From an optimization exercise on the open Yosys and OpenROAD flow, aimed at small area, a short achievable clock period and few clock cycles per item; shortcuts taken in it are not production practice.
In this exercise RTL edits were held to simulation tests only and were not proved equivalent to the original.

==> flow/design.v <==
module s16_encoder (
    input  wire        clk,
    input  wire        rst,         
    input  wire        in_valid,
    output wire        in_ready,
    input  wire [27:0] in_data,
    input  wire        in_last,
    output reg         out_valid,
    input  wire        out_ready,
    output reg  [31:0] out_word,
    output reg         out_last
);
    localparam integer DEPTH = 28;    
    localparam integer VW    = 28;    
    function automatic integer slot_w(input integer s, input integer j);
        begin
            case (s)
                0:  slot_w = (j < 28) ? 1 : 0;
                1:  slot_w = (j < 7) ? 2 : (j < 21) ? 1 : 0;
                2:  slot_w = (j < 7) ? 1 : (j < 14) ? 2 : (j < 21) ? 1 : 0;
                3:  slot_w = (j < 14) ? 1 : (j < 21) ? 2 : 0;
                4:  slot_w = (j < 14) ? 2 : 0;
                5:  slot_w = (j < 1) ? 4 : (j < 9) ? 3 : 0;
                6:  slot_w = (j < 1) ? 3 : (j < 5) ? 4 : (j < 8) ? 3 : 0;
                7:  slot_w = (j < 7) ? 4 : 0;
                8:  slot_w = (j < 4) ? 5 : (j < 6) ? 4 : 0;
                9:  slot_w = (j < 2) ? 4 : (j < 6) ? 5 : 0;
                10: slot_w = (j < 3) ? 6 : (j < 5) ? 5 : 0;
                11: slot_w = (j < 2) ? 5 : (j < 5) ? 6 : 0;
                12: slot_w = (j < 4) ? 7 : 0;
                13: slot_w = (j < 1) ? 10 : (j < 3) ? 9 : 0;
                14: slot_w = (j < 2) ? 14 : 0;
                default: slot_w = (j < 1) ? 28 : 0;
            endcase
        end
    endfunction
    function automatic integer slot_off(input integer s, input integer j);
        integer k;
        begin
            slot_off = 0;
            for (k = 0; k < j; k = k + 1)
                slot_off = slot_off + slot_w(s, k);
        end
    endfunction
    function automatic integer slot_cnt(input integer s);
        integer k;
        begin
            slot_cnt = 0;
            for (k = 0; k < DEPTH; k = k + 1)
                if (slot_w(s, k) != 0)
                    slot_cnt = slot_cnt + 1;
        end
    endfunction
    reg [DEPTH*VW-1:0] win;
    reg [5:0]          cnt;         
    reg                have_last;   
    wire out_free = !out_valid || out_ready;
    wire can_emit = (cnt == DEPTH[5:0]) || (have_last && cnt != 0);
    wire emit     = can_emit && out_free;
    assign in_ready = (cnt != DEPTH[5:0]) && !have_last;
    wire accept   = in_valid && in_ready;
    wire [15:0]    fit;
    wire [16*28-1:0] payload;    
    wire [16*6-1:0]  slots;      
    genvar gs, gj;
    generate
        for (gs = 0; gs < 16; gs = gs + 1) begin : g_sel
            localparam integer C = slot_cnt(gs);
            wire [DEPTH-1:0] slot_ok;
            wire [27:0]      pl;
            for (gj = 0; gj < DEPTH; gj = gj + 1) begin : g_slot
                localparam integer W   = slot_w(gs, gj);
                localparam integer OFF = slot_off(gs, gj);
                wire [VW-1:0] v    = win[gj*VW +: VW];
                wire          here = (gj < cnt);
                if (W == 0) begin : g_none
                    assign slot_ok[gj] = 1'b1;
                end else begin : g_used
                    if (W < VW) begin : g_chk
                        assign slot_ok[gj] = !here || (v[VW-1:W] == 0);
                    end else begin : g_full
                        assign slot_ok[gj] = 1'b1;
                    end
                    assign pl[OFF +: W] = here ? v[W-1:0] : {W{1'b0}};
                end
            end
            assign fit[gs] = &slot_ok;
            assign payload[gs*28 +: 28] = pl;
            assign slots[gs*6 +: 6]     = C[5:0];
        end
    endgenerate
    reg [3:0] sel;
    integer   s;
    always @* begin
        sel = 4'd15;
        for (s = 15; s >= 0; s = s - 1)
            if (fit[s])
                sel = s[3:0];
    end
    wire [5:0] sel_cnt = slots[sel*6 +: 6];
    wire [5:0] take = (sel_cnt < cnt) ? sel_cnt : cnt;
    reg [DEPTH*VW-1:0] shifted;
    integer            b;
    always @* begin
        shifted = win;
        for (b = 0; b < 5; b = b + 1)
            if (take[b])
                shifted = shifted >> (VW << b);
    end
    integer i;
    always @(posedge clk) begin
        if (rst) begin
            cnt       <= 6'd0;
            have_last <= 1'b0;
            out_valid <= 1'b0;
        end else begin
            if (out_valid && out_ready)
                out_valid <= 1'b0;
            if (emit) begin
                out_valid <= 1'b1;
                out_word  <= {sel, payload[sel*28 +: 28]};
                out_last  <= have_last && (take == cnt);
                win       <= shifted;
                cnt       <= cnt - take;
                if (take == cnt)
                    have_last <= 1'b0;
            end else if (accept) begin
                for (i = 0; i < DEPTH; i = i + 1)
                    if (cnt == i)
                        win[i*VW +: VW] <= in_data;
                cnt       <= cnt + 6'd1;
                have_last <= in_last;
            end
        end
    end
endmodule
==> flow/run.sh <==
#!/bin/bash
# synth_recipe.tcl (not shown) runs the flow's synth.tcl, then flattens the netlist and writes it again
# the make line also repeats each setting of config.mk as NAME=value (left out here)
make -C /OpenROAD-flow-scripts/flow DESIGN_CONFIG=/design/flow/config.mk WORK_HOME=/design/flow/orfs CLKGATE_MAP_FILE= SYNTH_SCRIPT=/design/flow/synth_recipe.tcl finish
==> flow/config.mk <==
export PLATFORM = sky130hd
export DESIGN_NAME = s16_encoder
export DESIGN_NICKNAME = s16_encoder
export VERILOG_FILES = /design/flow/design.v
export SDC_FILE = /design/flow/constraint.sdc
export NUM_CORES = 4
export LEC_CHECK = 0
export CAP_MARGIN = 40
export CORE_MARGIN = 2
export CORE_UTILIZATION = 25
export PLACE_DENSITY = 0.35
export SLEW_MARGIN = 40
==> flow/constraint.sdc <==
create_clock -name core_clock -period 12.0 [get_ports {clk}]
set_input_delay 2.4000 -clock core_clock [delete_from_list [all_inputs] [get_ports {clk}]]
set_output_delay 2.4000 -clock core_clock [all_outputs]
set_load 0.01 [all_outputs]
==> notes.md, run 1 <==
- Outcome: timing/DRC/antenna clean
- Number of enable flip-flop cells after synthesis: 817
- Post-route met1 wirelength: 222 mm
- Final worst-path setup slack: 1420 ps
- Maximum clock path buffer count: 3
- Area share of xor/xnor cells in the synthesized design: 0.00112
- Area contributors post-synth: edfxtp_1, mux2i_1, nand2_1
- Wirelength, routed: between 500 and 600 mm
- Number of antenna-violating nets in the routed design: 0
- Fraction of met3 tracks used by global routing: 0.0955
- Number of clock-tree buffers in the layout: approximately 150
- Nonclk inv count: 20
- Met2 demand-to-capacity share in global routing: 0.532
- Pin count of the biggest net entering global routing: ~120
- Number of warnings printed during yosys synthesis: 1
- Die span in x: about 530 um
- Max Freq: approximately 94 MHz
- Die area: 0.285 mm^2
- GPL Wtd Cong: about 1.0
- Routed length per instance: a little under 50 um
- Worst r2r path cells: 27
- Proportion of netlist area held by the largest area contributor: 0.349
- Crit path depth: 27
- Post-Place Cell Area: between 0.07 and 0.08 mm^2
- Met1 routing resource usage after global routing: 0.482
- Critical path endpoint category: register
- Startpoint of the worst hold path: win[0]
- Flip-flop and latch share of the layout cell area: 0.305
- Delay-heaviest family, CP: compound AO/OA/AOI/OAI gates
Testbench counts, summed over its fixed seeds: cycles 46,631, items 33,203.
==> run 2: changes to the inputs <==
==> flow/design.v (replaced) <==
module s16_encoder (
    input  wire        clk,
    input  wire        rst,         
    input  wire        in_valid,
    output wire        in_ready,
    input  wire [27:0] in_data,
    input  wire        in_last,
    output reg         out_valid,
    input  wire        out_ready,
    output reg  [31:0] out_word,
    output reg         out_last
);
    reg  [27:0] w0;   
    reg  [13:0] w1;   
    reg  [8:0] w2;   
    reg  [6:0] w3;   
    reg  [5:0] w4;   
    reg  [4:0] w5;   
    reg  [3:0] w6;   
    reg  [2:0] w7;   
    reg  [2:0] w8;   
    reg  [1:0] w9;   
    reg  [1:0] w10;   
    reg  [1:0] w11;   
    reg  [1:0] w12;   
    reg  [1:0] w13;   
    reg  [1:0] w14;   
    reg  [1:0] w15;   
    reg  [1:0] w16;   
    reg  [1:0] w17;   
    reg  [1:0] w18;   
    reg  [1:0] w19;   
    reg  [1:0] w20;   
    reg  [0:0] w21;   
    reg  [0:0] w22;   
    reg  [0:0] w23;   
    reg  [0:0] w24;   
    reg  [0:0] w25;   
    reg  [0:0] w26;   
    reg  [0:0] w27;   
    reg  [28:0] koh;    
    reg         wlast;  
    reg         r_v, r_l, s_v, s_l;
    reg  [27:0] r_d, s_d;
    assign in_ready = !s_v;
    wire rf1 = ~|r_d[27:1];
    wire rf2 = ~|r_d[27:2];
    wire rf3 = ~|r_d[27:3];
    wire rf4 = ~|r_d[27:4];
    wire rf5 = ~|r_d[27:5];
    wire rf6 = ~|r_d[27:6];
    wire rf7 = ~|r_d[27:7];
    wire rf9 = ~|r_d[27:9];
    wire rf10 = ~|r_d[27:10];
    wire rf14 = ~|r_d[27:14];
    wire rf28 = 1'b1;
    wire fw0 = ~|w0[27:1] & ~|w1[13:1] & ~|w2[8:1] & ~|w3[6:1] & ~|w4[5:1] & ~|w5[4:1] & ~|w6[3:1] & ~|w7[2:1] & ~|w8[2:1] & ~|w9[1:1] & ~|w10[1:1] & ~|w11[1:1] & ~|w12[1:1] & ~|w13[1:1] & ~|w14[1:1] & ~|w15[1:1] & ~|w16[1:1] & ~|w17[1:1] & ~|w18[1:1] & ~|w19[1:1] & ~|w20[1:1];
    wire fw1 = ~|w0[27:2] & ~|w1[13:2] & ~|w2[8:2] & ~|w3[6:2] & ~|w4[5:2] & ~|w5[4:2] & ~|w6[3:2] & ~|w7[2:1] & ~|w8[2:1] & ~|w9[1:1] & ~|w10[1:1] & ~|w11[1:1] & ~|w12[1:1] & ~|w13[1:1] & ~|w14[1:1] & ~|w15[1:1] & ~|w16[1:1] & ~|w17[1:1] & ~|w18[1:1] & ~|w19[1:1] & ~|w20[1:1];
    wire fw2 = ~|w0[27:1] & ~|w1[13:1] & ~|w2[8:1] & ~|w3[6:1] & ~|w4[5:1] & ~|w5[4:1] & ~|w6[3:1] & ~|w7[2:2] & ~|w8[2:2] & ~|w14[1:1] & ~|w15[1:1] & ~|w16[1:1] & ~|w17[1:1] & ~|w18[1:1] & ~|w19[1:1] & ~|w20[1:1];
    wire fw3 = ~|w0[27:1] & ~|w1[13:1] & ~|w2[8:1] & ~|w3[6:1] & ~|w4[5:1] & ~|w5[4:1] & ~|w6[3:1] & ~|w7[2:1] & ~|w8[2:1] & ~|w9[1:1] & ~|w10[1:1] & ~|w11[1:1] & ~|w12[1:1] & ~|w13[1:1];
    wire fw4 = ~|w0[27:2] & ~|w1[13:2] & ~|w2[8:2] & ~|w3[6:2] & ~|w4[5:2] & ~|w5[4:2] & ~|w6[3:2] & ~|w7[2:2] & ~|w8[2:2];
    wire fw5 = ~|w0[27:4] & ~|w1[13:3] & ~|w2[8:3] & ~|w3[6:3] & ~|w4[5:3] & ~|w5[4:3] & ~|w6[3:3];
    wire fw6 = ~|w0[27:3] & ~|w1[13:4] & ~|w2[8:4] & ~|w3[6:4] & ~|w4[5:4] & ~|w5[4:3] & ~|w6[3:3];
    wire fw7 = ~|w0[27:4] & ~|w1[13:4] & ~|w2[8:4] & ~|w3[6:4] & ~|w4[5:4] & ~|w5[4:4];
    wire fw8 = ~|w0[27:5] & ~|w1[13:5] & ~|w2[8:5] & ~|w3[6:5] & ~|w4[5:4] & ~|w5[4:4];
    wire fw9 = ~|w0[27:4] & ~|w1[13:4] & ~|w2[8:5] & ~|w3[6:5] & ~|w4[5:5];
    wire fw10 = ~|w0[27:6] & ~|w1[13:6] & ~|w2[8:6] & ~|w3[6:5] & ~|w4[5:5];
    wire fw11 = ~|w0[27:5] & ~|w1[13:5] & ~|w2[8:6] & ~|w3[6:6];
    wire fw12 = ~|w0[27:7] & ~|w1[13:7] & ~|w2[8:7];
    wire fw13 = ~|w0[27:10] & ~|w1[13:9];
    wire fw14 = ~|w0[27:14];
    wire fw15 = 1'b1;
    wire fr0 = ~((~rf1 & (koh[0] | koh[1] | koh[2] | koh[3] | koh[4] | koh[5] | koh[6] | koh[7] | koh[8] | koh[9] | koh[10] | koh[11] | koh[12] | koh[13] | koh[14] | koh[15] | koh[16] | koh[17] | koh[18] | koh[19] | koh[20] | koh[21] | koh[22] | koh[23] | koh[24] | koh[25] | koh[26] | koh[27])));
    wire fr1 = ~((~rf1 & (koh[7] | koh[8] | koh[9] | koh[10] | koh[11] | koh[12] | koh[13] | koh[14] | koh[15] | koh[16] | koh[17] | koh[18] | koh[19] | koh[20])) | (~rf2 & (koh[0] | koh[1] | koh[2] | koh[3] | koh[4] | koh[5] | koh[6])));
    wire fr2 = ~((~rf1 & (koh[0] | koh[1] | koh[2] | koh[3] | koh[4] | koh[5] | koh[6] | koh[14] | koh[15] | koh[16] | koh[17] | koh[18] | koh[19] | koh[20])) | (~rf2 & (koh[7] | koh[8] | koh[9] | koh[10] | koh[11] | koh[12] | koh[13])));
    wire fr3 = ~((~rf1 & (koh[0] | koh[1] | koh[2] | koh[3] | koh[4] | koh[5] | koh[6] | koh[7] | koh[8] | koh[9] | koh[10] | koh[11] | koh[12] | koh[13])) | (~rf2 & (koh[14] | koh[15] | koh[16] | koh[17] | koh[18] | koh[19] | koh[20])));
    wire fr4 = ~((~rf2 & (koh[0] | koh[1] | koh[2] | koh[3] | koh[4] | koh[5] | koh[6] | koh[7] | koh[8] | koh[9] | koh[10] | koh[11] | koh[12] | koh[13])));
    wire fr5 = ~((~rf3 & (koh[1] | koh[2] | koh[3] | koh[4] | koh[5] | koh[6] | koh[7] | koh[8])) | (~rf4 & (koh[0])));
    wire fr6 = ~((~rf3 & (koh[0] | koh[5] | koh[6] | koh[7])) | (~rf4 & (koh[1] | koh[2] | koh[3] | koh[4])));
    wire fr7 = ~((~rf4 & (koh[0] | koh[1] | koh[2] | koh[3] | koh[4] | koh[5] | koh[6])));
    wire fr8 = ~((~rf4 & (koh[4] | koh[5])) | (~rf5 & (koh[0] | koh[1] | koh[2] | koh[3])));
    wire fr9 = ~((~rf4 & (koh[0] | koh[1])) | (~rf5 & (koh[2] | koh[3] | koh[4] | koh[5])));
    wire fr10 = ~((~rf5 & (koh[3] | koh[4])) | (~rf6 & (koh[0] | koh[1] | koh[2])));
    wire fr11 = ~((~rf5 & (koh[0] | koh[1])) | (~rf6 & (koh[2] | koh[3] | koh[4])));
    wire fr12 = ~((~rf7 & (koh[0] | koh[1] | koh[2] | koh[3])));
    wire fr13 = ~((~rf9 & (koh[1] | koh[2])) | (~rf10 & (koh[0])));
    wire fr14 = ~((~rf14 & (koh[0] | koh[1])));
    wire fr15 = 1'b1;
    wire caseA = wlast;
    wire use_r = !wlast && r_v;
    wire [15:0] fit;
    assign fit[0] = fw0 & (~use_r | fr0);
    assign fit[1] = fw1 & (~use_r | fr1);
    assign fit[2] = fw2 & (~use_r | fr2);
    assign fit[3] = fw3 & (~use_r | fr3);
    assign fit[4] = fw4 & (~use_r | fr4);
    assign fit[5] = fw5 & (~use_r | fr5);
    assign fit[6] = fw6 & (~use_r | fr6);
    assign fit[7] = fw7 & (~use_r | fr7);
    assign fit[8] = fw8 & (~use_r | fr8);
    assign fit[9] = fw9 & (~use_r | fr9);
    assign fit[10] = fw10 & (~use_r | fr10);
    assign fit[11] = fw11 & (~use_r | fr11);
    assign fit[12] = fw12 & (~use_r | fr12);
    assign fit[13] = fw13 & (~use_r | fr13);
    assign fit[14] = fw14 & (~use_r | fr14);
    assign fit[15] = fw15 & (~use_r | fr15);
    wire [15:0] oh;    
    assign oh[0] = fit[0];
    assign oh[1] = fit[1] & ~|fit[0:0];
    assign oh[2] = fit[2] & ~|fit[1:0];
    assign oh[3] = fit[3] & ~|fit[2:0];
    assign oh[4] = fit[4] & ~|fit[3:0];
    assign oh[5] = fit[5] & ~|fit[4:0];
    assign oh[6] = fit[6] & ~|fit[5:0];
    assign oh[7] = fit[7] & ~|fit[6:0];
    assign oh[8] = fit[8] & ~|fit[7:0];
    assign oh[9] = fit[9] & ~|fit[8:0];
    assign oh[10] = fit[10] & ~|fit[9:0];
    assign oh[11] = fit[11] & ~|fit[10:0];
    assign oh[12] = fit[12] & ~|fit[11:0];
    assign oh[13] = fit[13] & ~|fit[12:0];
    assign oh[14] = fit[14] & ~|fit[13:0];
    assign oh[15] = fit[15] & ~|fit[14:0];
    wire le0 = koh[28];
    wire ge0 = koh[0] | koh[1] | koh[2] | koh[3] | koh[4] | koh[5] | koh[6] | koh[7] | koh[8] | koh[9] | koh[10] | koh[11] | koh[12] | koh[13] | koh[14] | koh[15] | koh[16] | koh[17] | koh[18] | koh[19] | koh[20] | koh[21] | koh[22] | koh[23] | koh[24] | koh[25] | koh[26] | koh[27] | koh[28];
    wire le1 = koh[21] | koh[22] | koh[23] | koh[24] | koh[25] | koh[26] | koh[27] | koh[28];
    wire ge1 = koh[0] | koh[1] | koh[2] | koh[3] | koh[4] | koh[5] | koh[6] | koh[7] | koh[8] | koh[9] | koh[10] | koh[11] | koh[12] | koh[13] | koh[14] | koh[15] | koh[16] | koh[17] | koh[18] | koh[19] | koh[20] | koh[21];
    wire le2 = koh[21] | koh[22] | koh[23] | koh[24] | koh[25] | koh[26] | koh[27] | koh[28];
    wire ge2 = koh[0] | koh[1] | koh[2] | koh[3] | koh[4] | koh[5] | koh[6] | koh[7] | koh[8] | koh[9] | koh[10] | koh[11] | koh[12] | koh[13] | koh[14] | koh[15] | koh[16] | koh[17] | koh[18] | koh[19] | koh[20] | koh[21];
    wire le3 = koh[21] | koh[22] | koh[23] | koh[24] | koh[25] | koh[26] | koh[27] | koh[28];
    wire ge3 = koh[0] | koh[1] | koh[2] | koh[3] | koh[4] | koh[5] | koh[6] | koh[7] | koh[8] | koh[9] | koh[10] | koh[11] | koh[12] | koh[13] | koh[14] | koh[15] | koh[16] | koh[17] | koh[18] | koh[19] | koh[20] | koh[21];
    wire le4 = koh[14] | koh[15] | koh[16] | koh[17] | koh[18] | koh[19] | koh[20] | koh[21] | koh[22] | koh[23] | koh[24] | koh[25] | koh[26] | koh[27] | koh[28];
    wire ge4 = koh[0] | koh[1] | koh[2] | koh[3] | koh[4] | koh[5] | koh[6] | koh[7] | koh[8] | koh[9] | koh[10] | koh[11] | koh[12] | koh[13] | koh[14];
    wire le5 = koh[9] | koh[10] | koh[11] | koh[12] | koh[13] | koh[14] | koh[15] | koh[16] | koh[17] | koh[18] | koh[19] | koh[20] | koh[21] | koh[22] | koh[23] | koh[24] | koh[25] | koh[26] | koh[27] | koh[28];
    wire ge5 = koh[0] | koh[1] | koh[2] | koh[3] | koh[4] | koh[5] | koh[6] | koh[7] | koh[8] | koh[9];
    wire le6 = koh[8] | koh[9] | koh[10] | koh[11] | koh[12] | koh[13] | koh[14] | koh[15] | koh[16] | koh[17] | koh[18] | koh[19] | koh[20] | koh[21] | koh[22] | koh[23] | koh[24] | koh[25] | koh[26] | koh[27] | koh[28];
    wire ge6 = koh[0] | koh[1] | koh[2] | koh[3] | koh[4] | koh[5] | koh[6] | koh[7] | koh[8];
    wire le7 = koh[7] | koh[8] | koh[9] | koh[10] | koh[11] | koh[12] | koh[13] | koh[14] | koh[15] | koh[16] | koh[17] | koh[18] | koh[19] | koh[20] | koh[21] | koh[22] | koh[23] | koh[24] | koh[25] | koh[26] | koh[27] | koh[28];
    wire ge7 = koh[0] | koh[1] | koh[2] | koh[3] | koh[4] | koh[5] | koh[6] | koh[7];
    wire le8 = koh[6] | koh[7] | koh[8] | koh[9] | koh[10] | koh[11] | koh[12] | koh[13] | koh[14] | koh[15] | koh[16] | koh[17] | koh[18] | koh[19] | koh[20] | koh[21] | koh[22] | koh[23] | koh[24] | koh[25] | koh[26] | koh[27] | koh[28];
    wire ge8 = koh[0] | koh[1] | koh[2] | koh[3] | koh[4] | koh[5] | koh[6];
    wire le9 = koh[6] | koh[7] | koh[8] | koh[9] | koh[10] | koh[11] | koh[12] | koh[13] | koh[14] | koh[15] | koh[16] | koh[17] | koh[18] | koh[19] | koh[20] | koh[21] | koh[22] | koh[23] | koh[24] | koh[25] | koh[26] | koh[27] | koh[28];
    wire ge9 = koh[0] | koh[1] | koh[2] | koh[3] | koh[4] | koh[5] | koh[6];
    wire le10 = koh[5] | koh[6] | koh[7] | koh[8] | koh[9] | koh[10] | koh[11] | koh[12] | koh[13] | koh[14] | koh[15] | koh[16] | koh[17] | koh[18] | koh[19] | koh[20] | koh[21] | koh[22] | koh[23] | koh[24] | koh[25] | koh[26] | koh[27] | koh[28];
    wire ge10 = koh[0] | koh[1] | koh[2] | koh[3] | koh[4] | koh[5];
    wire le11 = koh[5] | koh[6] | koh[7] | koh[8] | koh[9] | koh[10] | koh[11] | koh[12] | koh[13] | koh[14] | koh[15] | koh[16] | koh[17] | koh[18] | koh[19] | koh[20] | koh[21] | koh[22] | koh[23] | koh[24] | koh[25] | koh[26] | koh[27] | koh[28];
    wire ge11 = koh[0] | koh[1] | koh[2] | koh[3] | koh[4] | koh[5];
    wire le12 = koh[4] | koh[5] | koh[6] | koh[7] | koh[8] | koh[9] | koh[10] | koh[11] | koh[12] | koh[13] | koh[14] | koh[15] | koh[16] | koh[17] | koh[18] | koh[19] | koh[20] | koh[21] | koh[22] | koh[23] | koh[24] | koh[25] | koh[26] | koh[27] | koh[28];
    wire ge12 = koh[0] | koh[1] | koh[2] | koh[3] | koh[4];
    wire le13 = koh[3] | koh[4] | koh[5] | koh[6] | koh[7] | koh[8] | koh[9] | koh[10] | koh[11] | koh[12] | koh[13] | koh[14] | koh[15] | koh[16] | koh[17] | koh[18] | koh[19] | koh[20] | koh[21] | koh[22] | koh[23] | koh[24] | koh[25] | koh[26] | koh[27] | koh[28];
    wire ge13 = koh[0] | koh[1] | koh[2] | koh[3];
    wire le14 = koh[2] | koh[3] | koh[4] | koh[5] | koh[6] | koh[7] | koh[8] | koh[9] | koh[10] | koh[11] | koh[12] | koh[13] | koh[14] | koh[15] | koh[16] | koh[17] | koh[18] | koh[19] | koh[20] | koh[21] | koh[22] | koh[23] | koh[24] | koh[25] | koh[26] | koh[27] | koh[28];
    wire ge14 = koh[0] | koh[1] | koh[2];
    wire le15 = koh[1] | koh[2] | koh[3] | koh[4] | koh[5] | koh[6] | koh[7] | koh[8] | koh[9] | koh[10] | koh[11] | koh[12] | koh[13] | koh[14] | koh[15] | koh[16] | koh[17] | koh[18] | koh[19] | koh[20] | koh[21] | koh[22] | koh[23] | koh[24] | koh[25] | koh[26] | koh[27] | koh[28];
    wire ge15 = koh[0] | koh[1];
    wire fin_nor = (oh[0] & le0) | (oh[1] & le1) | (oh[2] & le2) | (oh[3] & le3) | (oh[4] & le4) | (oh[5] & le5) | (oh[6] & le6) | (oh[7] & le7) | (oh[8] & le8) | (oh[9] & le9) | (oh[10] & le10) | (oh[11] & le11) | (oh[12] & le12) | (oh[13] & le13) | (oh[14] & le14) | (oh[15] & le15);
    wire lastw   = (oh[0] & ge0) | (oh[1] & ge1) | (oh[2] & ge2) | (oh[3] & ge3) | (oh[4] & ge4) | (oh[5] & ge5) | (oh[6] & ge6) | (oh[7] & ge7) | (oh[8] & ge8) | (oh[9] & ge9) | (oh[10] & ge10) | (oh[11] & ge11) | (oh[12] & ge12) | (oh[13] & ge13) | (oh[14] & ge14) | (oh[15] & ge15);
    wire fin     = caseA | fin_nor;
    wire out_free = !out_valid || out_ready;
    wire emit    = fin && out_free;
    wire keep    = !emit;
    wire clr     = emit && caseA && lastw;
    wire sh1 = emit & ((oh[15] & le15));
    wire sh2 = emit & ((oh[14] & le14));
    wire sh3 = emit & ((oh[13] & le13));
    wire sh4 = emit & ((oh[12] & le12));
    wire sh5 = emit & ((oh[10] & le10) | (oh[11] & le11));
    wire sh6 = emit & ((oh[8] & le8) | (oh[9] & le9));
    wire sh7 = emit & ((oh[7] & le7));
    wire sh8 = emit & ((oh[6] & le6));
    wire sh9 = emit & ((oh[5] & le5));
    wire sh14 = emit & ((oh[4] & le4));
    wire sh21 = emit & ((oh[1] & le1) | (oh[2] & le2) | (oh[3] & le3));
    wire sh28 = emit & ((oh[0] & le0));
    wire [27:0] nw0 = ({28{keep}} & w0) | ({28{sh1}} & {14'b0, w1}) | ({28{sh2}} & {19'b0, w2}) | ({28{sh3}} & {21'b0, w3}) | ({28{sh4}} & {22'b0, w4}) | ({28{sh5}} & {23'b0, w5}) | ({28{sh6}} & {24'b0, w6}) | ({28{sh7}} & {25'b0, w7}) | ({28{sh8}} & {25'b0, w8}) | ({28{sh9}} & {26'b0, w9}) | ({28{sh14}} & {26'b0, w14}) | ({28{sh21}} & {27'b0, w21});
    wire [13:0] nw1 = ({14{keep}} & w1) | ({14{sh1}} & {5'b0, w2}) | ({14{sh2}} & {7'b0, w3}) | ({14{sh3}} & {8'b0, w4}) | ({14{sh4}} & {9'b0, w5}) | ({14{sh5}} & {10'b0, w6}) | ({14{sh6}} & {11'b0, w7}) | ({14{sh7}} & {11'b0, w8}) | ({14{sh8}} & {12'b0, w9}) | ({14{sh9}} & {12'b0, w10}) | ({14{sh14}} & {12'b0, w15}) | ({14{sh21}} & {13'b0, w22});
    wire [8:0] nw2 = ({9{keep}} & w2) | ({9{sh1}} & {2'b0, w3}) | ({9{sh2}} & {3'b0, w4}) | ({9{sh3}} & {4'b0, w5}) | ({9{sh4}} & {5'b0, w6}) | ({9{sh5}} & {6'b0, w7}) | ({9{sh6}} & {6'b0, w8}) | ({9{sh7}} & {7'b0, w9}) | ({9{sh8}} & {7'b0, w10}) | ({9{sh9}} & {7'b0, w11}) | ({9{sh14}} & {7'b0, w16}) | ({9{sh21}} & {8'b0, w23});
    wire [6:0] nw3 = ({7{keep}} & w3) | ({7{sh1}} & {1'b0, w4}) | ({7{sh2}} & {2'b0, w5}) | ({7{sh3}} & {3'b0, w6}) | ({7{sh4}} & {4'b0, w7}) | ({7{sh5}} & {4'b0, w8}) | ({7{sh6}} & {5'b0, w9}) | ({7{sh7}} & {5'b0, w10}) | ({7{sh8}} & {5'b0, w11}) | ({7{sh9}} & {5'b0, w12}) | ({7{sh14}} & {5'b0, w17}) | ({7{sh21}} & {6'b0, w24});
    wire [5:0] nw4 = ({6{keep}} & w4) | ({6{sh1}} & {1'b0, w5}) | ({6{sh2}} & {2'b0, w6}) | ({6{sh3}} & {3'b0, w7}) | ({6{sh4}} & {3'b0, w8}) | ({6{sh5}} & {4'b0, w9}) | ({6{sh6}} & {4'b0, w10}) | ({6{sh7}} & {4'b0, w11}) | ({6{sh8}} & {4'b0, w12}) | ({6{sh9}} & {4'b0, w13}) | ({6{sh14}} & {4'b0, w18}) | ({6{sh21}} & {5'b0, w25});
    wire [4:0] nw5 = ({5{keep}} & w5) | ({5{sh1}} & {1'b0, w6}) | ({5{sh2}} & {2'b0, w7}) | ({5{sh3}} & {2'b0, w8}) | ({5{sh4}} & {3'b0, w9}) | ({5{sh5}} & {3'b0, w10}) | ({5{sh6}} & {3'b0, w11}) | ({5{sh7}} & {3'b0, w12}) | ({5{sh8}} & {3'b0, w13}) | ({5{sh9}} & {3'b0, w14}) | ({5{sh14}} & {3'b0, w19}) | ({5{sh21}} & {4'b0, w26});
    wire [3:0] nw6 = ({4{keep}} & w6) | ({4{sh1}} & {1'b0, w7}) | ({4{sh2}} & {1'b0, w8}) | ({4{sh3}} & {2'b0, w9}) | ({4{sh4}} & {2'b0, w10}) | ({4{sh5}} & {2'b0, w11}) | ({4{sh6}} & {2'b0, w12}) | ({4{sh7}} & {2'b0, w13}) | ({4{sh8}} & {2'b0, w14}) | ({4{sh9}} & {2'b0, w15}) | ({4{sh14}} & {2'b0, w20}) | ({4{sh21}} & {3'b0, w27});
    wire [2:0] nw7 = ({3{keep}} & w7) | ({3{sh1}} & w8) | ({3{sh2}} & {1'b0, w9}) | ({3{sh3}} & {1'b0, w10}) | ({3{sh4}} & {1'b0, w11}) | ({3{sh5}} & {1'b0, w12}) | ({3{sh6}} & {1'b0, w13}) | ({3{sh7}} & {1'b0, w14}) | ({3{sh8}} & {1'b0, w15}) | ({3{sh9}} & {1'b0, w16}) | ({3{sh14}} & {2'b0, w21});
    wire [2:0] nw8 = ({3{keep}} & w8) | ({3{sh1}} & {1'b0, w9}) | ({3{sh2}} & {1'b0, w10}) | ({3{sh3}} & {1'b0, w11}) | ({3{sh4}} & {1'b0, w12}) | ({3{sh5}} & {1'b0, w13}) | ({3{sh6}} & {1'b0, w14}) | ({3{sh7}} & {1'b0, w15}) | ({3{sh8}} & {1'b0, w16}) | ({3{sh9}} & {1'b0, w17}) | ({3{sh14}} & {2'b0, w22});
    wire [1:0] nw9 = ({2{keep}} & w9) | ({2{sh1}} & w10) | ({2{sh2}} & w11) | ({2{sh3}} & w12) | ({2{sh4}} & w13) | ({2{sh5}} & w14) | ({2{sh6}} & w15) | ({2{sh7}} & w16) | ({2{sh8}} & w17) | ({2{sh9}} & w18) | ({2{sh14}} & {1'b0, w23});
    wire [1:0] nw10 = ({2{keep}} & w10) | ({2{sh1}} & w11) | ({2{sh2}} & w12) | ({2{sh3}} & w13) | ({2{sh4}} & w14) | ({2{sh5}} & w15) | ({2{sh6}} & w16) | ({2{sh7}} & w17) | ({2{sh8}} & w18) | ({2{sh9}} & w19) | ({2{sh14}} & {1'b0, w24});
    wire [1:0] nw11 = ({2{keep}} & w11) | ({2{sh1}} & w12) | ({2{sh2}} & w13) | ({2{sh3}} & w14) | ({2{sh4}} & w15) | ({2{sh5}} & w16) | ({2{sh6}} & w17) | ({2{sh7}} & w18) | ({2{sh8}} & w19) | ({2{sh9}} & w20) | ({2{sh14}} & {1'b0, w25});
    wire [1:0] nw12 = ({2{keep}} & w12) | ({2{sh1}} & w13) | ({2{sh2}} & w14) | ({2{sh3}} & w15) | ({2{sh4}} & w16) | ({2{sh5}} & w17) | ({2{sh6}} & w18) | ({2{sh7}} & w19) | ({2{sh8}} & w20) | ({2{sh9}} & {1'b0, w21}) | ({2{sh14}} & {1'b0, w26});
    wire [1:0] nw13 = ({2{keep}} & w13) | ({2{sh1}} & w14) | ({2{sh2}} & w15) | ({2{sh3}} & w16) | ({2{sh4}} & w17) | ({2{sh5}} & w18) | ({2{sh6}} & w19) | ({2{sh7}} & w20) | ({2{sh8}} & {1'b0, w21}) | ({2{sh9}} & {1'b0, w22}) | ({2{sh14}} & {1'b0, w27});
    wire [1:0] nw14 = ({2{keep}} & w14) | ({2{sh1}} & w15) | ({2{sh2}} & w16) | ({2{sh3}} & w17) | ({2{sh4}} & w18) | ({2{sh5}} & w19) | ({2{sh6}} & w20) | ({2{sh7}} & {1'b0, w21}) | ({2{sh8}} & {1'b0, w22}) | ({2{sh9}} & {1'b0, w23});
    wire [1:0] nw15 = ({2{keep}} & w15) | ({2{sh1}} & w16) | ({2{sh2}} & w17) | ({2{sh3}} & w18) | ({2{sh4}} & w19) | ({2{sh5}} & w20) | ({2{sh6}} & {1'b0, w21}) | ({2{sh7}} & {1'b0, w22}) | ({2{sh8}} & {1'b0, w23}) | ({2{sh9}} & {1'b0, w24});
    wire [1:0] nw16 = ({2{keep}} & w16) | ({2{sh1}} & w17) | ({2{sh2}} & w18) | ({2{sh3}} & w19) | ({2{sh4}} & w20) | ({2{sh5}} & {1'b0, w21}) | ({2{sh6}} & {1'b0, w22}) | ({2{sh7}} & {1'b0, w23}) | ({2{sh8}} & {1'b0, w24}) | ({2{sh9}} & {1'b0, w25});
    wire [1:0] nw17 = ({2{keep}} & w17) | ({2{sh1}} & w18) | ({2{sh2}} & w19) | ({2{sh3}} & w20) | ({2{sh4}} & {1'b0, w21}) | ({2{sh5}} & {1'b0, w22}) | ({2{sh6}} & {1'b0, w23}) | ({2{sh7}} & {1'b0, w24}) | ({2{sh8}} & {1'b0, w25}) | ({2{sh9}} & {1'b0, w26});
    wire [1:0] nw18 = ({2{keep}} & w18) | ({2{sh1}} & w19) | ({2{sh2}} & w20) | ({2{sh3}} & {1'b0, w21}) | ({2{sh4}} & {1'b0, w22}) | ({2{sh5}} & {1'b0, w23}) | ({2{sh6}} & {1'b0, w24}) | ({2{sh7}} & {1'b0, w25}) | ({2{sh8}} & {1'b0, w26}) | ({2{sh9}} & {1'b0, w27});
    wire [1:0] nw19 = ({2{keep}} & w19) | ({2{sh1}} & w20) | ({2{sh2}} & {1'b0, w21}) | ({2{sh3}} & {1'b0, w22}) | ({2{sh4}} & {1'b0, w23}) | ({2{sh5}} & {1'b0, w24}) | ({2{sh6}} & {1'b0, w25}) | ({2{sh7}} & {1'b0, w26}) | ({2{sh8}} & {1'b0, w27});
    wire [1:0] nw20 = ({2{keep}} & w20) | ({2{sh1}} & {1'b0, w21}) | ({2{sh2}} & {1'b0, w22}) | ({2{sh3}} & {1'b0, w23}) | ({2{sh4}} & {1'b0, w24}) | ({2{sh5}} & {1'b0, w25}) | ({2{sh6}} & {1'b0, w26}) | ({2{sh7}} & {1'b0, w27});
    wire [0:0] nw21 = ({1{keep}} & w21) | ({1{sh1}} & w22) | ({1{sh2}} & w23) | ({1{sh3}} & w24) | ({1{sh4}} & w25) | ({1{sh5}} & w26) | ({1{sh6}} & w27);
    wire [0:0] nw22 = ({1{keep}} & w22) | ({1{sh1}} & w23) | ({1{sh2}} & w24) | ({1{sh3}} & w25) | ({1{sh4}} & w26) | ({1{sh5}} & w27);
    wire [0:0] nw23 = ({1{keep}} & w23) | ({1{sh1}} & w24) | ({1{sh2}} & w25) | ({1{sh3}} & w26) | ({1{sh4}} & w27);
    wire [0:0] nw24 = ({1{keep}} & w24) | ({1{sh1}} & w25) | ({1{sh2}} & w26) | ({1{sh3}} & w27);
    wire [0:0] nw25 = ({1{keep}} & w25) | ({1{sh1}} & w26) | ({1{sh2}} & w27);
    wire [0:0] nw26 = ({1{keep}} & w26) | ({1{sh1}} & w27);
    wire [0:0] nw27 = ({1{keep}} & w27);
    wire [28:0] poh;
    assign poh[0] = (keep & koh[0]) | (sh1 & koh[1]) | (sh2 & koh[2]) | (sh3 & koh[3]) | (sh4 & koh[4]) | (sh5 & koh[5]) | (sh6 & koh[6]) | (sh7 & koh[7]) | (sh8 & koh[8]) | (sh9 & koh[9]) | (sh14 & koh[14]) | (sh21 & koh[21]) | (sh28 & koh[28]) | clr;
    assign poh[1] = (keep & koh[1]) | (sh1 & koh[2]) | (sh2 & koh[3]) | (sh3 & koh[4]) | (sh4 & koh[5]) | (sh5 & koh[6]) | (sh6 & koh[7]) | (sh7 & koh[8]) | (sh8 & koh[9]) | (sh9 & koh[10]) | (sh14 & koh[15]) | (sh21 & koh[22]);
    assign poh[2] = (keep & koh[2]) | (sh1 & koh[3]) | (sh2 & koh[4]) | (sh3 & koh[5]) | (sh4 & koh[6]) | (sh5 & koh[7]) | (sh6 & koh[8]) | (sh7 & koh[9]) | (sh8 & koh[10]) | (sh9 & koh[11]) | (sh14 & koh[16]) | (sh21 & koh[23]);
    assign poh[3] = (keep & koh[3]) | (sh1 & koh[4]) | (sh2 & koh[5]) | (sh3 & koh[6]) | (sh4 & koh[7]) | (sh5 & koh[8]) | (sh6 & koh[9]) | (sh7 & koh[10]) | (sh8 & koh[11]) | (sh9 & koh[12]) | (sh14 & koh[17]) | (sh21 & koh[24]);
    assign poh[4] = (keep & koh[4]) | (sh1 & koh[5]) | (sh2 & koh[6]) | (sh3 & koh[7]) | (sh4 & koh[8]) | (sh5 & koh[9]) | (sh6 & koh[10]) | (sh7 & koh[11]) | (sh8 & koh[12]) | (sh9 & koh[13]) | (sh14 & koh[18]) | (sh21 & koh[25]);
    assign poh[5] = (keep & koh[5]) | (sh1 & koh[6]) | (sh2 & koh[7]) | (sh3 & koh[8]) | (sh4 & koh[9]) | (sh5 & koh[10]) | (sh6 & koh[11]) | (sh7 & koh[12]) | (sh8 & koh[13]) | (sh9 & koh[14]) | (sh14 & koh[19]) | (sh21 & koh[26]);
    assign poh[6] = (keep & koh[6]) | (sh1 & koh[7]) | (sh2 & koh[8]) | (sh3 & koh[9]) | (sh4 & koh[10]) | (sh5 & koh[11]) | (sh6 & koh[12]) | (sh7 & koh[13]) | (sh8 & koh[14]) | (sh9 & koh[15]) | (sh14 & koh[20]) | (sh21 & koh[27]);
    assign poh[7] = (keep & koh[7]) | (sh1 & koh[8]) | (sh2 & koh[9]) | (sh3 & koh[10]) | (sh4 & koh[11]) | (sh5 & koh[12]) | (sh6 & koh[13]) | (sh7 & koh[14]) | (sh8 & koh[15]) | (sh9 & koh[16]) | (sh14 & koh[21]) | (sh21 & koh[28]);
    assign poh[8] = (keep & koh[8]) | (sh1 & koh[9]) | (sh2 & koh[10]) | (sh3 & koh[11]) | (sh4 & koh[12]) | (sh5 & koh[13]) | (sh6 & koh[14]) | (sh7 & koh[15]) | (sh8 & koh[16]) | (sh9 & koh[17]) | (sh14 & koh[22]);
    assign poh[9] = (keep & koh[9]) | (sh1 & koh[10]) | (sh2 & koh[11]) | (sh3 & koh[12]) | (sh4 & koh[13]) | (sh5 & koh[14]) | (sh6 & koh[15]) | (sh7 & koh[16]) | (sh8 & koh[17]) | (sh9 & koh[18]) | (sh14 & koh[23]);
    assign poh[10] = (keep & koh[10]) | (sh1 & koh[11]) | (sh2 & koh[12]) | (sh3 & koh[13]) | (sh4 & koh[14]) | (sh5 & koh[15]) | (sh6 & koh[16]) | (sh7 & koh[17]) | (sh8 & koh[18]) | (sh9 & koh[19]) | (sh14 & koh[24]);
    assign poh[11] = (keep & koh[11]) | (sh1 & koh[12]) | (sh2 & koh[13]) | (sh3 & koh[14]) | (sh4 & koh[15]) | (sh5 & koh[16]) | (sh6 & koh[17]) | (sh7 & koh[18]) | (sh8 & koh[19]) | (sh9 & koh[20]) | (sh14 & koh[25]);
    assign poh[12] = (keep & koh[12]) | (sh1 & koh[13]) | (sh2 & koh[14]) | (sh3 & koh[15]) | (sh4 & koh[16]) | (sh5 & koh[17]) | (sh6 & koh[18]) | (sh7 & koh[19]) | (sh8 & koh[20]) | (sh9 & koh[21]) | (sh14 & koh[26]);
    assign poh[13] = (keep & koh[13]) | (sh1 & koh[14]) | (sh2 & koh[15]) | (sh3 & koh[16]) | (sh4 & koh[17]) | (sh5 & koh[18]) | (sh6 & koh[19]) | (sh7 & koh[20]) | (sh8 & koh[21]) | (sh9 & koh[22]) | (sh14 & koh[27]);
    assign poh[14] = (keep & koh[14]) | (sh1 & koh[15]) | (sh2 & koh[16]) | (sh3 & koh[17]) | (sh4 & koh[18]) | (sh5 & koh[19]) | (sh6 & koh[20]) | (sh7 & koh[21]) | (sh8 & koh[22]) | (sh9 & koh[23]) | (sh14 & koh[28]);
    assign poh[15] = (keep & koh[15]) | (sh1 & koh[16]) | (sh2 & koh[17]) | (sh3 & koh[18]) | (sh4 & koh[19]) | (sh5 & koh[20]) | (sh6 & koh[21]) | (sh7 & koh[22]) | (sh8 & koh[23]) | (sh9 & koh[24]);
    assign poh[16] = (keep & koh[16]) | (sh1 & koh[17]) | (sh2 & koh[18]) | (sh3 & koh[19]) | (sh4 & koh[20]) | (sh5 & koh[21]) | (sh6 & koh[22]) | (sh7 & koh[23]) | (sh8 & koh[24]) | (sh9 & koh[25]);
    assign poh[17] = (keep & koh[17]) | (sh1 & koh[18]) | (sh2 & koh[19]) | (sh3 & koh[20]) | (sh4 & koh[21]) | (sh5 & koh[22]) | (sh6 & koh[23]) | (sh7 & koh[24]) | (sh8 & koh[25]) | (sh9 & koh[26]);
    assign poh[18] = (keep & koh[18]) | (sh1 & koh[19]) | (sh2 & koh[20]) | (sh3 & koh[21]) | (sh4 & koh[22]) | (sh5 & koh[23]) | (sh6 & koh[24]) | (sh7 & koh[25]) | (sh8 & koh[26]) | (sh9 & koh[27]);
    assign poh[19] = (keep & koh[19]) | (sh1 & koh[20]) | (sh2 & koh[21]) | (sh3 & koh[22]) | (sh4 & koh[23]) | (sh5 & koh[24]) | (sh6 & koh[25]) | (sh7 & koh[26]) | (sh8 & koh[27]) | (sh9 & koh[28]);
    assign poh[20] = (keep & koh[20]) | (sh1 & koh[21]) | (sh2 & koh[22]) | (sh3 & koh[23]) | (sh4 & koh[24]) | (sh5 & koh[25]) | (sh6 & koh[26]) | (sh7 & koh[27]) | (sh8 & koh[28]);
    assign poh[21] = (keep & koh[21]) | (sh1 & koh[22]) | (sh2 & koh[23]) | (sh3 & koh[24]) | (sh4 & koh[25]) | (sh5 & koh[26]) | (sh6 & koh[27]) | (sh7 & koh[28]);
    assign poh[22] = (keep & koh[22]) | (sh1 & koh[23]) | (sh2 & koh[24]) | (sh3 & koh[25]) | (sh4 & koh[26]) | (sh5 & koh[27]) | (sh6 & koh[28]);
    assign poh[23] = (keep & koh[23]) | (sh1 & koh[24]) | (sh2 & koh[25]) | (sh3 & koh[26]) | (sh4 & koh[27]) | (sh5 & koh[28]);
    assign poh[24] = (keep & koh[24]) | (sh1 & koh[25]) | (sh2 & koh[26]) | (sh3 & koh[27]) | (sh4 & koh[28]);
    assign poh[25] = (keep & koh[25]) | (sh1 & koh[26]) | (sh2 & koh[27]) | (sh3 & koh[28]);
    assign poh[26] = (keep & koh[26]) | (sh1 & koh[27]) | (sh2 & koh[28]);
    assign poh[27] = (keep & koh[27]) | (sh1 & koh[28]);
    assign poh[28] = (keep & koh[28]);
    wire rfit = (poh[0] & rf28) | (poh[1] & rf14) | (poh[2] & rf9) | (poh[3] & rf7) | (poh[4] & rf6) | (poh[5] & rf5) | (poh[6] & rf4) | (poh[7] & rf3) | (poh[8] & rf3) | (poh[9] & rf2) | (poh[10] & rf2) | (poh[11] & rf2) | (poh[12] & rf2) | (poh[13] & rf2) | (poh[14] & rf2) | (poh[15] & rf2) | (poh[16] & rf2) | (poh[17] & rf2) | (poh[18] & rf2) | (poh[19] & rf2) | (poh[20] & rf2) | (poh[21] & rf1) | (poh[22] & rf1) | (poh[23] & rf1) | (poh[24] & rf1) | (poh[25] & rf1) | (poh[26] & rf1) | (poh[27] & rf1);
    wire app  = r_v && (!wlast || clr) && rfit;
    wire pl0 = (w0[0] & (oh[0] | oh[1] | oh[2] | oh[3] | oh[4] | oh[5] | oh[6] | oh[7] | oh[8] | oh[9] | oh[10] | oh[11] | oh[12] | oh[13] | oh[14] | oh[15]));
    wire pl1 = (w0[1] & (oh[1] | oh[4] | oh[5] | oh[6] | oh[7] | oh[8] | oh[9] | oh[10] | oh[11] | oh[12] | oh[13] | oh[14] | oh[15])) | (w1[0] & (oh[0] | oh[2] | oh[3]));
    wire pl2 = (w0[2] & (oh[5] | oh[6] | oh[7] | oh[8] | oh[9] | oh[10] | oh[11] | oh[12] | oh[13] | oh[14] | oh[15])) | (w1[0] & (oh[1] | oh[4])) | (w2[0] & (oh[0] | oh[2] | oh[3]));
    wire pl3 = (w0[3] & (oh[5] | oh[7] | oh[8] | oh[9] | oh[10] | oh[11] | oh[12] | oh[13] | oh[14] | oh[15])) | (w1[0] & (oh[6])) | (w1[1] & (oh[1] | oh[4])) | (w3[0] & (oh[0] | oh[2] | oh[3]));
    wire pl4 = (w0[4] & (oh[8] | oh[10] | oh[11] | oh[12] | oh[13] | oh[14] | oh[15])) | (w1[0] & (oh[5] | oh[7] | oh[9])) | (w1[1] & (oh[6])) | (w2[0] & (oh[1] | oh[4])) | (w4[0] & (oh[0] | oh[2] | oh[3]));
    wire pl5 = (w0[5] & (oh[10] | oh[12] | oh[13] | oh[14] | oh[15])) | (w1[0] & (oh[8] | oh[11])) | (w1[1] & (oh[5] | oh[7] | oh[9])) | (w1[2] & (oh[6])) | (w2[1] & (oh[1] | oh[4])) | (w5[0] & (oh[0] | oh[2] | oh[3]));
    wire pl6 = (w0[6] & (oh[12] | oh[13] | oh[14] | oh[15])) | (w1[0] & (oh[10])) | (w1[1] & (oh[8] | oh[11])) | (w1[2] & (oh[5] | oh[7] | oh[9])) | (w1[3] & (oh[6])) | (w3[0] & (oh[1] | oh[4])) | (w6[0] & (oh[0] | oh[2] | oh[3]));
    wire pl7 = (w0[7] & (oh[13] | oh[14] | oh[15])) | (w1[0] & (oh[12])) | (w1[1] & (oh[10])) | (w1[2] & (oh[8] | oh[11])) | (w1[3] & (oh[7] | oh[9])) | (w2[0] & (oh[5] | oh[6])) | (w3[1] & (oh[1] | oh[4])) | (w7[0] & (oh[0] | oh[2] | oh[3]));
    wire pl8 = (w0[8] & (oh[13] | oh[14] | oh[15])) | (w1[1] & (oh[12])) | (w1[2] & (oh[10])) | (w1[3] & (oh[8] | oh[11])) | (w2[0] & (oh[7] | oh[9])) | (w2[1] & (oh[5] | oh[6])) | (w4[0] & (oh[1] | oh[4])) | (w7[1] & (oh[2])) | (w8[0] & (oh[0] | oh[3]));
    wire pl9 = (w0[9] & (oh[13] | oh[14] | oh[15])) | (w1[2] & (oh[12])) | (w1[3] & (oh[10])) | (w1[4] & (oh[8] | oh[11])) | (w2[1] & (oh[7] | oh[9])) | (w2[2] & (oh[5] | oh[6])) | (w4[1] & (oh[1] | oh[4])) | (w8[0] & (oh[2])) | (w9[0] & (oh[0] | oh[3]));
    wire pl10 = (w0[10] & (oh[14] | oh[15])) | (w1[0] & (oh[13])) | (w1[3] & (oh[12])) | (w1[4] & (oh[10])) | (w2[0] & (oh[8] | oh[11])) | (w2[2] & (oh[7] | oh[9])) | (w2[3] & (oh[6])) | (w3[0] & (oh[5])) | (w5[0] & (oh[1] | oh[4])) | (w8[1] & (oh[2])) | (w10[0] & (oh[0] | oh[3]));
    wire pl11 = (w0[11] & (oh[14] | oh[15])) | (w1[1] & (oh[13])) | (w1[4] & (oh[12])) | (w1[5] & (oh[10])) | (w2[1] & (oh[8] | oh[11])) | (w2[3] & (oh[7] | oh[9])) | (w3[0] & (oh[6])) | (w3[1] & (oh[5])) | (w5[1] & (oh[1] | oh[4])) | (w9[0] & (oh[2])) | (w11[0] & (oh[0] | oh[3]));
    wire pl12 = (w0[12] & (oh[14] | oh[15])) | (w1[2] & (oh[13])) | (w1[5] & (oh[12])) | (w2[0] & (oh[10])) | (w2[2] & (oh[8] | oh[11])) | (w2[4] & (oh[9])) | (w3[0] & (oh[7])) | (w3[1] & (oh[6])) | (w3[2] & (oh[5])) | (w6[0] & (oh[1] | oh[4])) | (w9[1] & (oh[2])) | (w12[0] & (oh[0] | oh[3]));
    wire pl13 = (w0[13] & (oh[14] | oh[15])) | (w1[3] & (oh[13])) | (w1[6] & (oh[12])) | (w2[1] & (oh[10])) | (w2[3] & (oh[8] | oh[11])) | (w3[0] & (oh[9])) | (w3[1] & (oh[7])) | (w3[2] & (oh[6])) | (w4[0] & (oh[5])) | (w6[1] & (oh[1] | oh[4])) | (w10[0] & (oh[2])) | (w13[0] & (oh[0] | oh[3]));
    wire pl14 = (w0[14] & (oh[15])) | (w1[0] & (oh[14])) | (w1[4] & (oh[13])) | (w2[0] & (oh[12])) | (w2[2] & (oh[10])) | (w2[4] & (oh[8] | oh[11])) | (w3[1] & (oh[9])) | (w3[2] & (oh[7])) | (w3[3] & (oh[6])) | (w4[1] & (oh[5])) | (w7[0] & (oh[1] | oh[4])) | (w10[1] & (oh[2])) | (w14[0] & (oh[0] | oh[3]));
    wire pl15 = (w0[15] & (oh[15])) | (w1[1] & (oh[14])) | (w1[5] & (oh[13])) | (w2[1] & (oh[12])) | (w2[3] & (oh[10])) | (w2[5] & (oh[11])) | (w3[0] & (oh[8])) | (w3[2] & (oh[9])) | (w3[3] & (oh[7])) | (w4[0] & (oh[6])) | (w4[2] & (oh[5])) | (w7[1] & (oh[4])) | (w8[0] & (oh[1])) | (w11[0] & (oh[2])) | (w14[1] & (oh[3])) | (w15[0] & (oh[0]));
    wire pl16 = (w0[16] & (oh[15])) | (w1[2] & (oh[14])) | (w1[6] & (oh[13])) | (w2[2] & (oh[12])) | (w2[4] & (oh[10])) | (w3[0] & (oh[11])) | (w3[1] & (oh[8])) | (w3[3] & (oh[9])) | (w4[0] & (oh[7])) | (w4[1] & (oh[6])) | (w5[0] & (oh[5])) | (w8[0] & (oh[4])) | (w9[0] & (oh[1])) | (w11[1] & (oh[2])) | (w15[0] & (oh[3])) | (w16[0] & (oh[0]));
    wire pl17 = (w0[17] & (oh[15])) | (w1[3] & (oh[14])) | (w1[7] & (oh[13])) | (w2[3] & (oh[12])) | (w2[5] & (oh[10])) | (w3[1] & (oh[11])) | (w3[2] & (oh[8])) | (w3[4] & (oh[9])) | (w4[1] & (oh[7])) | (w4[2] & (oh[6])) | (w5[1] & (oh[5])) | (w8[1] & (oh[4])) | (w10[0] & (oh[1])) | (w12[0] & (oh[2])) | (w15[1] & (oh[3])) | (w17[0] & (oh[0]));
    wire pl18 = (w0[18] & (oh[15])) | (w1[4] & (oh[14])) | (w1[8] & (oh[13])) | (w2[4] & (oh[12])) | (w3[0] & (oh[10])) | (w3[2] & (oh[11])) | (w3[3] & (oh[8])) | (w4[0] & (oh[9])) | (w4[2] & (oh[7])) | (w4[3] & (oh[6])) | (w5[2] & (oh[5])) | (w9[0] & (oh[4])) | (w11[0] & (oh[1])) | (w12[1] & (oh[2])) | (w16[0] & (oh[3])) | (w18[0] & (oh[0]));
    wire pl19 = (w0[19] & (oh[15])) | (w1[5] & (oh[14])) | (w2[0] & (oh[13])) | (w2[5] & (oh[12])) | (w3[1] & (oh[10])) | (w3[3] & (oh[11])) | (w3[4] & (oh[8])) | (w4[1] & (oh[9])) | (w4[3] & (oh[7])) | (w5[0] & (oh[6])) | (w6[0] & (oh[5])) | (w9[1] & (oh[4])) | (w12[0] & (oh[1])) | (w13[0] & (oh[2])) | (w16[1] & (oh[3])) | (w19[0] & (oh[0]));
    wire pl20 = (w0[20] & (oh[15])) | (w1[6] & (oh[14])) | (w2[1] & (oh[13])) | (w2[6] & (oh[12])) | (w3[2] & (oh[10])) | (w3[4] & (oh[11])) | (w4[0] & (oh[8])) | (w4[2] & (oh[9])) | (w5[0] & (oh[7])) | (w5[1] & (oh[6])) | (w6[1] & (oh[5])) | (w10[0] & (oh[4])) | (w13[0] & (oh[1])) | (w13[1] & (oh[2])) | (w17[0] & (oh[3])) | (w20[0] & (oh[0]));
    wire pl21 = (w0[21] & (oh[15])) | (w1[7] & (oh[14])) | (w2[2] & (oh[13])) | (w3[0] & (oh[12])) | (w3[3] & (oh[10])) | (w3[5] & (oh[11])) | (w4[1] & (oh[8])) | (w4[3] & (oh[9])) | (w5[1] & (oh[7])) | (w5[2] & (oh[6])) | (w6[2] & (oh[5])) | (w10[1] & (oh[4])) | (w14[0] & (oh[1] | oh[2])) | (w17[1] & (oh[3])) | (w21[0] & (oh[0]));
    wire pl22 = (w0[22] & (oh[15])) | (w1[8] & (oh[14])) | (w2[3] & (oh[13])) | (w3[1] & (oh[12])) | (w3[4] & (oh[10])) | (w4[0] & (oh[11])) | (w4[2] & (oh[8])) | (w4[4] & (oh[9])) | (w5[2] & (oh[7])) | (w6[0] & (oh[6])) | (w7[0] & (oh[5])) | (w11[0] & (oh[4])) | (w15[0] & (oh[1] | oh[2])) | (w18[0] & (oh[3])) | (w22[0] & (oh[0]));
    wire pl23 = (w0[23] & (oh[15])) | (w1[9] & (oh[14])) | (w2[4] & (oh[13])) | (w3[2] & (oh[12])) | (w4[0] & (oh[10])) | (w4[1] & (oh[11])) | (w4[3] & (oh[8])) | (w5[0] & (oh[9])) | (w5[3] & (oh[7])) | (w6[1] & (oh[6])) | (w7[1] & (oh[5])) | (w11[1] & (oh[4])) | (w16[0] & (oh[1] | oh[2])) | (w18[1] & (oh[3])) | (w23[0] & (oh[0]));
    wire pl24 = (w0[24] & (oh[15])) | (w1[10] & (oh[14])) | (w2[5] & (oh[13])) | (w3[3] & (oh[12])) | (w4[1] & (oh[10])) | (w4[2] & (oh[11])) | (w5[0] & (oh[8])) | (w5[1] & (oh[9])) | (w6[0] & (oh[7])) | (w6[2] & (oh[6])) | (w7[2] & (oh[5])) | (w12[0] & (oh[4])) | (w17[0] & (oh[1] | oh[2])) | (w19[0] & (oh[3])) | (w24[0] & (oh[0]));
    wire pl25 = (w0[25] & (oh[15])) | (w1[11] & (oh[14])) | (w2[6] & (oh[13])) | (w3[4] & (oh[12])) | (w4[2] & (oh[10])) | (w4[3] & (oh[11])) | (w5[1] & (oh[8])) | (w5[2] & (oh[9])) | (w6[1] & (oh[7])) | (w7[0] & (oh[6])) | (w8[0] & (oh[5])) | (w12[1] & (oh[4])) | (w18[0] & (oh[1] | oh[2])) | (w19[1] & (oh[3])) | (w25[0] & (oh[0]));
    wire pl26 = (w0[26] & (oh[15])) | (w1[12] & (oh[14])) | (w2[7] & (oh[13])) | (w3[5] & (oh[12])) | (w4[3] & (oh[10])) | (w4[4] & (oh[11])) | (w5[2] & (oh[8])) | (w5[3] & (oh[9])) | (w6[2] & (oh[7])) | (w7[1] & (oh[6])) | (w8[1] & (oh[5])) | (w13[0] & (oh[4])) | (w19[0] & (oh[1] | oh[2])) | (w20[0] & (oh[3])) | (w26[0] & (oh[0]));
    wire pl27 = (w0[27] & (oh[15])) | (w1[13] & (oh[14])) | (w2[8] & (oh[13])) | (w3[6] & (oh[12])) | (w4[4] & (oh[10])) | (w4[5] & (oh[11])) | (w5[3] & (oh[8])) | (w5[4] & (oh[9])) | (w6[3] & (oh[7])) | (w7[2] & (oh[6])) | (w8[2] & (oh[5])) | (w13[1] & (oh[4])) | (w20[0] & (oh[1] | oh[2])) | (w20[1] & (oh[3])) | (w27[0] & (oh[0]));
    wire [27:0] payload = {pl27, pl26, pl25, pl24, pl23, pl22, pl21, pl20, pl19, pl18, pl17, pl16, pl15, pl14, pl13, pl12, pl11, pl10, pl9, pl8, pl7, pl6, pl5, pl4, pl3, pl2, pl1, pl0};
    wire sel0 = oh[1] | oh[3] | oh[5] | oh[7] | oh[9] | oh[11] | oh[13] | oh[15];
    wire sel1 = oh[2] | oh[3] | oh[6] | oh[7] | oh[10] | oh[11] | oh[14] | oh[15];
    wire sel2 = oh[4] | oh[5] | oh[6] | oh[7] | oh[12] | oh[13] | oh[14] | oh[15];
    wire sel3 = oh[8] | oh[9] | oh[10] | oh[11] | oh[12] | oh[13] | oh[14] | oh[15];
    always @(posedge clk) begin
        if (rst) begin
            w0 <= 28'd0;
            w1 <= 14'd0;
            w2 <= 9'd0;
            w3 <= 7'd0;
            w4 <= 6'd0;
            w5 <= 5'd0;
            w6 <= 4'd0;
            w7 <= 3'd0;
            w8 <= 3'd0;
            w9 <= 2'd0;
            w10 <= 2'd0;
            w11 <= 2'd0;
            w12 <= 2'd0;
            w13 <= 2'd0;
            w14 <= 2'd0;
            w15 <= 2'd0;
            w16 <= 2'd0;
            w17 <= 2'd0;
            w18 <= 2'd0;
            w19 <= 2'd0;
            w20 <= 2'd0;
            w21 <= 1'd0;
            w22 <= 1'd0;
            w23 <= 1'd0;
            w24 <= 1'd0;
            w25 <= 1'd0;
            w26 <= 1'd0;
            w27 <= 1'd0;
            koh       <= 29'd1;
            wlast     <= 1'b0;
            r_v       <= 1'b0;
            s_v       <= 1'b0;
            out_valid <= 1'b0;
        end else begin
            w0 <= nw0 | ({28{app & poh[0]}} & r_d[27:0]);
            w1 <= nw1 | ({14{app & poh[1]}} & r_d[13:0]);
            w2 <= nw2 | ({9{app & poh[2]}} & r_d[8:0]);
            w3 <= nw3 | ({7{app & poh[3]}} & r_d[6:0]);
            w4 <= nw4 | ({6{app & poh[4]}} & r_d[5:0]);
            w5 <= nw5 | ({5{app & poh[5]}} & r_d[4:0]);
            w6 <= nw6 | ({4{app & poh[6]}} & r_d[3:0]);
            w7 <= nw7 | ({3{app & poh[7]}} & r_d[2:0]);
            w8 <= nw8 | ({3{app & poh[8]}} & r_d[2:0]);
            w9 <= nw9 | ({2{app & poh[9]}} & r_d[1:0]);
            w10 <= nw10 | ({2{app & poh[10]}} & r_d[1:0]);
            w11 <= nw11 | ({2{app & poh[11]}} & r_d[1:0]);
            w12 <= nw12 | ({2{app & poh[12]}} & r_d[1:0]);
            w13 <= nw13 | ({2{app & poh[13]}} & r_d[1:0]);
            w14 <= nw14 | ({2{app & poh[14]}} & r_d[1:0]);
            w15 <= nw15 | ({2{app & poh[15]}} & r_d[1:0]);
            w16 <= nw16 | ({2{app & poh[16]}} & r_d[1:0]);
            w17 <= nw17 | ({2{app & poh[17]}} & r_d[1:0]);
            w18 <= nw18 | ({2{app & poh[18]}} & r_d[1:0]);
            w19 <= nw19 | ({2{app & poh[19]}} & r_d[1:0]);
            w20 <= nw20 | ({2{app & poh[20]}} & r_d[1:0]);
            w21 <= nw21 | ({1{app & poh[21]}} & r_d[0:0]);
            w22 <= nw22 | ({1{app & poh[22]}} & r_d[0:0]);
            w23 <= nw23 | ({1{app & poh[23]}} & r_d[0:0]);
            w24 <= nw24 | ({1{app & poh[24]}} & r_d[0:0]);
            w25 <= nw25 | ({1{app & poh[25]}} & r_d[0:0]);
            w26 <= nw26 | ({1{app & poh[26]}} & r_d[0:0]);
            w27 <= nw27 | ({1{app & poh[27]}} & r_d[0:0]);
            koh <= app ? {poh[27:0], 1'b0} : poh;
            if (clr)
                wlast <= app & r_l;
            else if (app)
                wlast <= r_l;
            if (!r_v || app) begin
                if (s_v) begin
                    r_v <= 1'b1; r_d <= s_d; r_l <= s_l; s_v <= 1'b0;
                end else begin
                    r_v <= in_valid; r_d <= in_data; r_l <= in_last;
                end
            end else if (in_valid && !s_v) begin
                s_v <= 1'b1; s_d <= in_data; s_l <= in_last;
            end
            if (emit) begin
                out_valid <= 1'b1;
                out_word  <= {sel3, sel2, sel1, sel0, payload};
                out_last  <= caseA & lastw;
            end else if (out_ready) begin
                out_valid <= 1'b0;
            end
        end
    end
endmodule
==> run 2 against run 1 <==
Still clean on timing, DRC and antenna. Die area fell by 76%. Final cell count fell by 75%. Highest routed layer is now met4.
==> notes.md, run 2 <==
- Final-report setup violation count: 0 (unchanged)
- Global-route wire length before repair: 139 mm (was 707 mm)
- Most used standard cells in the synthesized netlist: clkbuf_1, nand2_1, dfxtp_1 (was mux2i_1, nand2_1, edfxtp_1)
- Starting Density: 0.252 (was 0.251)
- DR pass1 iterations: 9 (was 7)
- Clock latency (worst-skew pair): 600 ps (was 820 ps)
- Resized cells post-CTS: 0 (unchanged)
- Die area: 0.0682 mm^2 (was 0.285 mm^2)
- Commonest cells after routing, fill and taps aside: nand2_1, dfxtp_1, nand3_1 (was mux2i_1, nand2_1, edfxtp_1)
- Worst setup startpoint: koh[17] (was win[55])
- Ys async rst share: 0 (unchanged)
- Critical path endpoint category: register (unchanged)
- Leading cell type in the layout, fill and taps excluded: nand2_1 (was mux2i_1)
- Number of warnings printed during yosys synthesis: 1 (unchanged)
- Pin count of the biggest net entering global routing: 95 (was 122)
- Standard cell core area: 0.0656 mm^2 (was 0.279 mm^2)
- Final number of max-transition violations: 0 (unchanged)
- Ant. Diodes: 0 (was 38)
- GPL Wtd Cong: 0.906 (was 1.01)
- Max_slew headroom: 0.354 (was 0.273)
- Number of antenna-violating nets in the routed design: 0 (unchanged)
- Number of enable flip-flop cells after synthesis: 91 (was 817)
- Proportion of netlist area held by the largest area contributor: 0.173 (was 0.349)
- Fraction of the yosys area taken by sequential cells: 0.338 (was 0.352)
- Clock tree from TritonCTS: done (unchanged)
- Post-Place Cell Area: 0.0181 mm^2 (was 0.0769 mm^2)
- Largest area contributor in the netlist: dfxtp_1 (was edfxtp_1)
- Area contributors post-synth: dfxtp_1, edfxtp_1, a221oi_1 (was edfxtp_1, mux2i_1, nand2_1)
- Routed length per instance: 35.1 um (was 48.5 um)
- Number of buffers inserted by port buffering: 67 (unchanged)
- Synthesized area per cell: 8.31 um^2 (was 9.26 um^2)
- Worst endpoint required time: 12250 ps (was 12530 ps)
- Wirelength, routed: 98.2 mm (was 544 mm)
- Maximum clock path buffer count: 3 (unchanged)
- Die span in x: 261 um (was 534 um)
- Number of hold-repair buffers added at the cts stage: 0 (unchanged)
- Worst r2r path cells: 18 (was 27)
- H-tree levels: 1 (was 3)
- Synthesis-to-finish area growth: 16.0% (was 15.2%)
- # Post-CTS Setup Buffers: 0 (unchanged)
- Max Freq: 133 MHz (was 94.5 MHz)
- Number of antenna violations at the first check in global routing: 1 (was 64)
- Outcome: timing/DRC/antenna clean (unchanged)
- Startpoint of the worst hold path: w0[0] (was win[0])
- Setup repair after global routing missed its margin: no (unchanged)
- Worst setup SP type: register (unchanged)
[run 2: cell types whose count changed after synthesis, moves of 141 or more]
cell      delta
buf_2      -219
a211oi_1   -229
nor4_1     -141
nand2_1    -670
o21ai_0    -480
mux2i_1   -1338
nor2_1     -257
a21oi_1    -367
edfxtp_1   -726
mux2_2     -176
clkbuf_1   -152
[run 2: kinds of logic (layout without fill, tap and decap cells)]
logic type / after synthesis / after routing / share of synthesized area
AO/OA/AOI/OAI: 721 / 721 / 0.346
buffers and inverters: 283 / 227 / 0.0670
flip-flops: 234 / 234 / 0.338
multiplexers: 53 / 53 / 0.0346
AND/OR/NAND/NOR: 699 / 699 / 0.214
[run 2: final cells by class]
class	instances	area (um^2)	area share
Sequential cell	234	5600	0.292
Tap cell	864	1080	0.0563
Timing Repair Buffer	156	1370	0.0716
Clock inverter	15	194	0.0101
Clock buffer	43	871	0.0454
Multi-Input combinational cell	1473	10000	0.522
Inverter	13	48.8	0.00254
[run 2: routing by layer]
layer  global-route usage  part of all wire  vias to the layer above
li1                     -                 -                     7853
met1                0.378              0.42                     9453
met2                0.430              0.44                     1266
met3               0.0576             0.095                      277
met4                0.113             0.047                        0
met5                    0                 0                        -
[run 2: worst paths after layout]
path	endpoint	slack, ps
worst min register to register	out_word[0]	460
worst max register to register	s_d[19]	4480
worst max-delay path	s_d[19]	4480
worst min-delay path	out_word[0]	460
[run 2: worst max-delay path, stage by stage (launching register included)]
cell     delay (ps)
dfxtp_1         490
or4_1           620
or4_1           570
nor4_4          760
a21o_1          320
nor2_2           40
buf_4           290
or4_4           610
or4_4           470
o31ai_4         250
buf_4           580
nand2_1         140
a21oi_2         350
nand3_1         230
o31ai_2         380
a21oi_4          80
buf_4           350
nor2_2          180
buf_4           360
[run 2: through the flow]
step / setup slack (ps) / utilization / hold slack [ps] / instances
floorplan: 5320 / - / 459 / 1990
global placement: 4440 / 0.275 / 467 / 2737
detailed placement: 4370 / 0.276 / 456 / 2740
CTS: 4330 / 0.292 / 471 / 2798
global route: 4040 / 0.292 / 477 / 2798
finish: 4480 / 0.292 / 463 / 2798
Testbench counts of run 2, summed over its fixed seeds: cycles 33,249, items 33,203.

==> what the ideal ports hide <==
How much do the figures lean on ideal ports? The routed layouts below were timed once more, with nothing changed but the port constraints.
Step 1 assumes that a clkbuf_16 drives the clock port and a buf_2 every other input.
Step 2 times the ports against the registers' clock, not the clock port: input delays grow and output delays shrink by t, the midpoint of the rising clock arrivals with the driver on.
Slacks: no drivers / after step 1 / after step 2; pairs: no drivers / after step 1.
run	t (ns)	slack for setup (ns)	worst setup path after step 2	clock arrival spread, ns
run 1	0.888	1.418 / 1.418 / 1.418	register to register	0.059 / 0.058
run 2	0.653	4.477 / 4.477 / 4.477	register to register	0.016 / 0.017
After both steps every run listed still meets setup and hold.
